Context: an optimization exercise on an open-source flow, tuned for small area. The choices shown serve that exercise and are no tape-out recipe. Only simulation tests tie the RTL to the original design; equivalence was not proved. Power and IR drop assume default switching activity.

## flow/config.mk

```make
export PLATFORM = sky130hd
export DESIGN_NAME = sdes12_engine
export DESIGN_NICKNAME = sdes12_engine
export VERILOG_FILES = /design/flow/design.v
export SDC_FILE = /design/flow/constraint.sdc
export NUM_CORES = 4
export LEC_CHECK = 0
export CAP_MARGIN = 20
export CORE_MARGIN = 2
export CORE_UTILIZATION = 40
export SLEW_MARGIN = 20
```

## flow/constraint.sdc

```tcl
create_clock -name core_clock -period 10.0 [get_ports {clk}]
set_input_delay 2.0000 -clock core_clock [delete_from_list [all_inputs] [get_ports {clk}]]
set_output_delay 2.0000 -clock core_clock [all_outputs]
set_load 0.01 [all_outputs]
```

## flow/design.v

```verilog
module sdes12_engine (
    input  wire        clk,
    input  wire        rst,
    input  wire        cmd_valid,
    input  wire [31:0] cmd,
    output wire        cmd_ready,
    output wire [31:0] status,
    output wire [11:0] result
);
    localparam [3:0] OP_NOP     = 4'h0;
    localparam [3:0] OP_KEYGEN  = 4'h1;
    localparam [3:0] OP_ENCRYPT = 4'h2;
    localparam [3:0] OP_DECRYPT = 4'h3;
    localparam [3:0] OP_WRKEY   = 4'h4;
    localparam [3:0] OP_RDKEY   = 4'h5;
    localparam [3:0] OP_EXPAND  = 4'h6;
    localparam [3:0] OP_SUBST   = 4'h7;
    localparam [3:0] OP_ROUNDF  = 4'h8;
    localparam [3:0] OP_ROUND   = 4'h9;
    localparam [3:0] OP_FPERM   = 4'hA;
    localparam [2:0] E_NONE         = 3'd0;
    localparam [2:0] E_ROUNDS_RANGE = 3'd1;
    localparam [2:0] E_KEY_INVALID  = 3'd2;
    localparam [2:0] E_INDEX_RANGE  = 3'd3;
    localparam [2:0] E_ILLEGAL_CMD  = 3'd4;
    function [7:0] expand;
        input [5:0] h;
        expand = {h[5], h[4], h[2], h[3], h[2], h[3], h[1], h[0]};
    endfunction
    function [2:0] s1;
        input [3:0] j;
        case (j)
            4'd0:  s1 = 3'd5;  4'd1:  s1 = 3'd2;  4'd2:  s1 = 3'd1;  4'd3:  s1 = 3'd6;
            4'd4:  s1 = 3'd3;  4'd5:  s1 = 3'd4;  4'd6:  s1 = 3'd7;  4'd7:  s1 = 3'd0;
            4'd8:  s1 = 3'd1;  4'd9:  s1 = 3'd4;  4'd10: s1 = 3'd6;  4'd11: s1 = 3'd2;
            4'd12: s1 = 3'd0;  4'd13: s1 = 3'd7;  4'd14: s1 = 3'd5;  default: s1 = 3'd3;
        endcase
    endfunction
    function [2:0] s2;
        input [3:0] j;
        case (j)
            4'd0:  s2 = 3'd4;  4'd1:  s2 = 3'd0;  4'd2:  s2 = 3'd6;  4'd3:  s2 = 3'd5;
            4'd4:  s2 = 3'd7;  4'd5:  s2 = 3'd1;  4'd6:  s2 = 3'd3;  4'd7:  s2 = 3'd2;
            4'd8:  s2 = 3'd5;  4'd9:  s2 = 3'd3;  4'd10: s2 = 3'd0;  4'd11: s2 = 3'd7;
            4'd12: s2 = 3'd6;  4'd13: s2 = 3'd2;  4'd14: s2 = 3'd1;  default: s2 = 3'd4;
        endcase
    endfunction
    function [5:0] sbox;
        input [7:0] y;
        sbox = {s1(y[7:4]), s2(y[3:0])};
    endfunction
    function [5:0] feistel;
        input [5:0] h;
        input [7:0] k;
        feistel = sbox(expand(h) ^ k);
    endfunction
    function [11:0] feistel_round;
        input [11:0] s;
        input [7:0]  k;
        feistel_round = {s[5:0], s[11:6] ^ feistel(s[5:0], k)};
    endfunction
    function [11:0] final_perm;
        input [11:0] s;
        final_perm = {s[5:0], s[11:6]};
    endfunction
    function [7:0] key_sched;
        input [8:0] k;
        input [3:0] i;
        reg [15:0] right;
        reg [15:0] left;
        reg [15:0] mixed;
        begin
            right = {7'd0, k} & (16'h01FE >> i);
            left  = {7'd0, k} & (16'hFC00 >> i);
            if (i == 4'd0)
                mixed = right >> 1;
            else
                mixed = (left >> (4'd10 - i)) | (right << (i - 4'd1));
            key_sched = mixed[7:0];
        end
    endfunction
    reg        busy;
    reg        done;
    reg [2:0]  err;
    reg [8:0]  rkv;
    reg [7:0]  rk [0:8];
    reg [11:0] res;
    reg [31:0] cmd_q;    
    reg        first;    
    reg [3:0]  rc;       
    reg [11:0] st;       
    wire [3:0]  op = cmd_q[31:28];
    wire [3:0]  n  = cmd_q[27:24];
    wire [11:0] d  = cmd_q[11:0];
    reg illegal;
    always @* begin
        illegal = (cmd_q[23:12] != 12'd0);
        case (op)
            OP_NOP:     if (n != 4'd0 || d != 12'd0)       illegal = 1'b1;
            OP_KEYGEN:  if (d[11:9] != 3'd0)               illegal = 1'b1;
            OP_ENCRYPT: ;
            OP_DECRYPT: ;
            OP_WRKEY:   if (d[11:8] != 4'd0)               illegal = 1'b1;
            OP_RDKEY:   if (d != 12'd0)                    illegal = 1'b1;
            OP_EXPAND:  if (n != 4'd0 || d[11:6] != 6'd0)  illegal = 1'b1;
            OP_SUBST:   if (n != 4'd0 || d[11:8] != 4'd0)  illegal = 1'b1;
            OP_ROUNDF:  if (d[11:6] != 6'd0)               illegal = 1'b1;
            OP_ROUND:   ;
            OP_FPERM:   if (n != 4'd0)                     illegal = 1'b1;
            default:    illegal = 1'b1;
        endcase
    end
    wire [8:0] need_mask  = (9'd1 << n) - 9'd1;
    wire       keys_valid = ((rkv & need_mask) == need_mask);
    wire       key_valid  = rkv[n];
    reg [2:0] chk_err;
    always @* begin
        chk_err = E_NONE;
        if (illegal)
            chk_err = E_ILLEGAL_CMD;
        else case (op)
            OP_KEYGEN:
                if (n > 4'd9) chk_err = E_ROUNDS_RANGE;
            OP_ENCRYPT, OP_DECRYPT:
                if (n > 4'd9)         chk_err = E_ROUNDS_RANGE;
                else if (!keys_valid) chk_err = E_KEY_INVALID;
            OP_WRKEY:
                if (n > 4'd8) chk_err = E_INDEX_RANGE;
            OP_RDKEY, OP_ROUNDF, OP_ROUND:
                if (n > 4'd8)        chk_err = E_INDEX_RANGE;
                else if (!key_valid) chk_err = E_KEY_INVALID;
            default: ;
        endcase
    end
    reg [3:0] kidx;
    always @* begin
        case (op)
            OP_ENCRYPT: kidx = rc;
            OP_DECRYPT: kidx = n - 4'd1 - rc;
            default:    kidx = n;
        endcase
    end
    wire [7:0]  rkey      = rk[kidx];
    wire [11:0] round_in  = (op == OP_ROUND) ? d : st;
    wire [11:0] round_out = feistel_round(round_in, rkey);
    assign cmd_ready = ~busy & ~rst;
    wire accept = cmd_valid & cmd_ready;
    always @(posedge clk) begin
        if (rst) begin
            busy <= 1'b0;
            done <= 1'b0;
            err  <= E_NONE;
            rkv  <= 9'd0;
            res  <= 12'd0;
        end else if (accept) begin
            cmd_q <= cmd;
            busy  <= 1'b1;
            done  <= 1'b0;
            err   <= E_NONE;
            first <= 1'b1;
            rc    <= 4'd0;
            st    <= cmd[11:0];
        end else if (busy) begin
            first <= 1'b0;
            if (first && chk_err != E_NONE) begin
                busy <= 1'b0;
                done <= 1'b1;
                err  <= chk_err;
                if (op == OP_KEYGEN && chk_err == E_ROUNDS_RANGE)
                    rkv <= 9'd0;
            end else begin
                case (op)
                    OP_KEYGEN: begin
                        if (n == 4'd0) begin
                            rkv  <= 9'd0;
                            busy <= 1'b0;
                            done <= 1'b1;
                        end else begin
                            rk[rc] <= key_sched(d[8:0], rc);
                            rkv    <= (first ? 9'd0 : rkv) | (9'd1 << rc);
                            rc     <= rc + 4'd1;
                            if (rc == n - 4'd1) begin
                                busy <= 1'b0;
                                done <= 1'b1;
                            end
                        end
                    end
                    OP_ENCRYPT, OP_DECRYPT: begin
                        if (rc == n) begin
                            res  <= final_perm(st);
                            busy <= 1'b0;
                            done <= 1'b1;
                        end else begin
                            st <= round_out;
                            rc <= rc + 4'd1;
                        end
                    end
                    OP_WRKEY: begin
                        rk[n]  <= d[7:0];
                        rkv[n] <= 1'b1;
                        busy   <= 1'b0;
                        done   <= 1'b1;
                    end
                    OP_RDKEY: begin
                        res  <= {4'd0, rk[n]};
                        busy <= 1'b0;
                        done <= 1'b1;
                    end
                    OP_EXPAND: begin
                        res  <= {4'd0, expand(d[5:0])};
                        busy <= 1'b0;
                        done <= 1'b1;
                    end
                    OP_SUBST: begin
                        res  <= {6'd0, sbox(d[7:0])};
                        busy <= 1'b0;
                        done <= 1'b1;
                    end
                    OP_ROUNDF: begin
                        res  <= {6'd0, feistel(d[5:0], rkey)};
                        busy <= 1'b0;
                        done <= 1'b1;
                    end
                    OP_ROUND: begin
                        res  <= round_out;
                        busy <= 1'b0;
                        done <= 1'b1;
                    end
                    OP_FPERM: begin
                        res  <= final_perm(d);
                        busy <= 1'b0;
                        done <= 1'b1;
                    end
                    default: begin   
                        busy <= 1'b0;
                        done <= 1'b1;
                    end
                endcase
            end
        end
    end
    assign status = {7'd0, rkv, 11'd0, err, done, busy};
    assign result = res;
endmodule
```

## flow/run.sh

```bash
#!/bin/bash
# synth_recipe.tcl (not shown) runs the flow's synth.tcl, then flattens the netlist and writes it again
# the make line also repeats each setting of config.mk as NAME=value (left out here)
make -C /OpenROAD-flow-scripts/flow DESIGN_CONFIG=/design/flow/config.mk WORK_HOME=/design/flow/orfs CLKGATE_MAP_FILE= SYNTH_SCRIPT=/design/flow/synth_recipe.tcl finish
```

==> metrics.md <==
| Metric | Value |
|---|---|
| Nets | `around 1,200` |
| TritonRoute pass-1 iters | `5` |
| Yosys warns | `1` |
| Hold wc startpoint | `err[0]` |
| Cts bufs inserted | `17` |
| PortBufs | `between 60 and 70` |
| Yosys top cell by area | `edfxtp_1` |
| Asr flop ratio synth | `0` |
| Gpl congestion | `0.9162` |
| Wire per inst | `21.36 um` |
| # diodes | `0` |
| Global-route wire length before repair | `approximately 50,000 um` |
| Post-CTS setup buffers | `0` |
| Cts-stage hold buffer count | `0` |
| Min-Delay Endpoint | `err[0]` |
| Synth-to-Final Area Change | `11.51%` |
| Leak pwr | `roughly 4.3 nW` |
| Worst Path Required | `approximately 10,000 ps` |
| Status | `timing/DRC/antenna clean` |
| Row cnt | `60` |
| Drt first-iter violations | `around 1,100` |
| H-tree depth | `4` |
| Data arrival, critical path | `6590 ps` |
| Mapped Area | `around 11,000 sq um` |
| Power Dens Cells | `approximately 140 nW/um^2` |
| RSZ-0062 raised after global routing | `no` |
| Syn avg cell area | `about 9.8 sq um` |
| EDFF count, synth | `about 120` |
| Root Buffer Master | `clkbuf_16` |
| WS Path Type | `flip-flop to flip-flop` |
| Crit end category | `flip-flop` |
| CTS tree | `built` |
| Number of library cell types mapped by synthesis | `86` |
| Post-synth top cells | `121 x edfxtp_1, 93 x nor2_1, 86 x nand2_1` |
| Longest Clk Path Bufs | `2` |
| Die width | `169.3 um` |
| Final worst path period need | `6528 ps` |
| Launch point of the worst reg-to-reg path | `cmd_q[26]` |
| Fmax | `0.1532 GHz` |
| Most common cell in the netlist | `edfxtp_1` |
| TritonCTS Sinks | `157` |
| Clock-pin slew on the worst setup and hold paths | `70 ps` |
| Post-DP HPWL | `roughly 23,000 um` |
| Tightest Pin Transition | `1010 ps` |
| Crit path max fanout | `18` |
| Antenna violations before repair | `0` |
| Reg2reg setup slack | `approximately 3500 ps` |
| Vias post-DR | `8,904` |
| Share of layout cells above drive strength 1 | `0.1088` |
| Sequential fraction of the synthesis area | `0.3986` |
| Number of gates resized after CTS | `0` |
| Pins Over Slew Limit | `0` |
| Initial Util | `0.4064` |
| Register bit total from synthesis | `roughly 160` |
| Rel. slew slack | `0.3194` |
| Crit share post-route | `0.6528` |
| Depth of the most critical reg-to-reg path | `14` |
| Routed WL | `between 30,000 and 40,000 um` |
| Gr usage total | `0.2223` |
| Pin count of the biggest net entering global routing | `39` |
| Max Cap Viol | `0` |
| Worst-path cell chain | `clkinv_1 -> ha_1 -> nand2b_1 -> ha_1 -> nand2_1 -> mux2i_1 -> a211oi_1 -> or4_1 -> o41a_1 -> o41ai_4 -> nand2_2 -> a211oi_1 -> o21ai_0 -> nor2_1` |
| Top cell type's share of synthesized area | `0.3326` |
| Ys flop type | `edfxtp_1` |
| Syn Inst Count | `roughly 1,100` |
| Hold depth | `2` |
| DP Worst Slack | `3539 ps` |
| Final setup violation count | `0` |
| Reg2Reg Capture Point | `rk[6][7]` |
| Slowest stage delay, CP | `roughly 870 ps` |
| Top post-synthesis cells by area | `edfxtp_1 33%, dfxtp_1 6.6%, mux4_2 6.2%` |
| Number of global-route vias before repair | `between 8,000 and 9,000` |
| Worst Skew | `approximately 16 ps` |
| Clk latency of the worst-skew pair | `450 ps` |
| Slowest-stage cell, CP | `o41ai_4` |
| DRC viols | `0` |
| DIE AREA | `~29,000 sq um` |
| Fill cell count | `approximately 2,500` |
| Die span in y | `between 150 and 200 um` |
| Antenna viol nets, final | `0` |
| Setup TNS | `0 ps` |
| CP startpoint kind | `flip-flop` |
| Post-DR vias/cell | `around 6.0` |
| IO Pins | `80` |
| Hold Violations, Final | `0` |
| Core box area | `between 20,000 and 30,000 sq um` |
| Max VDD drop | `about 0.094 mV` |
| Min-delay worst type | `flip-flop to flip-flop` |
| PnR worst setup slack | `~3500 ps` |
| Gr ovfl total | `0` |
## sequential cells by signal (all words and copies together), names as in the netlist, named ones only
signal and count:
rkv 9, busy 1, err 3, rc 4, st 12, rk 72
done 1, cmd_q 32, first 1, res 12
## layout make-up
cell class | instances | area [sq um] | area share
clock inverter | 15 | 125.1 | 0.01027
inverter | 47 | 176.4 | 0.01448
timing repair buffer | 79 | 745.7 | 0.06122
tap | 341 | 426.7 | 0.03503
clock buffer | 17 | 425.4 | 0.03493
multi-input combinational | 825 | 5927 | 0.4866
sequential | 157 | 4354 | 0.3575
## worst max-delay path, delay by kind of cell, from the launching register on
kind,cells,cell delay (ps)
flip-flops,1,780
buffers and inverters,1,470
multiplexers,1,140
AND/OR/NAND/NOR,5,1770
AO/OA/AOI/OAI,5,2230
adder cells (fa/ha/maj),2,750
## cells by family (layout without fill, tap and decap cells)
group / count (synthesis) / count (layout) / share of synthesized area
mux: 96 / 96 / 0.1249
fa+ha+maj: 48 / 48 / 0.05567
buf+inv: 149 / 158 / 0.06460
xor+xnor: 44 / 44 / 0.03734
other cells: 1 / 18 / 0.0003433
compound gates: 287 / 287 / 0.1709
simple gates: 332 / 332 / 0.1477
flops: 157 / 157 / 0.3986
## per-layer routing
| metal | part of all wire | vias to the layer above | global-route usage | wire length, um |
|---|---|---|---|---|
| met5 | 0 | - | 0 | 0 |
| met4 | 0.025 | 0 | 0.07246 | 794 |
| met3 | 0.073 | 61 | 0.03708 | 2323 |
| met2 | 0.46 | 421 | 0.3462 | 14630 |
| met1 | 0.44 | 4272 | 0.3160 | 13890 |
| li1 | - | 4150 | - | - |
## power by group
group | internal (mW) | switching, mW | leakage [nW]
Combinational | 0.141 | 0.206 | 2.68
Clock | 0.326 | 0.302 | 0.271
Sequential | 0.735 | 0.0290 | 1.40
Total | 1.20 | 0.537 | 4.35
## per-stage QoR
step	power [mW]	cell area [sq um]	util	std cells	hold WS, ps
global placement	1.116	11630	0.4327	1449	451.2
finish	1.739	12180	0.4532	1481	465.8
CTS	1.743	12180	0.4532	1481	467.7
detailed placement	1.120	11630	0.4327	1449	457.6
global route	1.808	12180	0.4532	1481	487.3
floorplan	1.024	10990	-	1131	468.7
## placed cells by master, fill, tap and decap left out, types with 30 or more instances in the layout
cell type and count:
dfxtp_1 36, a21oi_1 70, clkdlybuf4s50_1 61, nor3_1 40
mux2i_1 47, nand2_1 86, inv_1 44, nor2_1 93
mux4_2 30, o21ai_0 73, ha_1 47, edfxtp_1 121
## worst max path at each step
| stage | start | endpoint | slack (ps) | cells after the start |
|---|---|---|---|---|
| 3_3_place_gp | cmd_q[26] | rk[6][4] | 3640 | 14 |
| 4_1_cts | cmd_q[26] | rk[6][7] | 3480 | 14 |
| 2_1_floorplan | cmd_q[24] | rk[8][0] | 5020 | 17 |
| 3_5_place_dp | cmd_q[26] | rk[7][6] | 3540 | 14 |
| 5_1_grt | cmd_q[26] | rk[6][7] | 3090 | 14 |
| 6_report | cmd_q[26] | rk[6][7] | 3470 | 14 |

[afterwards: timing with drivers on the ports]
The flow's constraints put no driver on any port. The routed layout listed below was extracted and timed again, unchanged, in two steps. Step 1 sets driving cells, clkbuf_16 on the clock port and buf_2 on the other inputs (assumed; they add their load-dependent delay and slew). Step 2 also shifts input and output timing later by t, the mid clock arrival at the registers, as if the neighbouring blocks saw the same clock. a / b / c = ideal / step 1 / step 2; a / b = the first two.
t, ns: 0.482
setup slack, ns: 3.472 / 3.472 / 3.472
worst hold slack (ns): 0.466 / 0.466 / 0.466
worst setup path after step 2: register to register
clock arrival spread, ns: 0.016 / 0.016
After both steps this run still meets setup and hold. For this run, drivers alone change the setup slack by 0.000 ns; drivers and shift together by 0.000 ns.
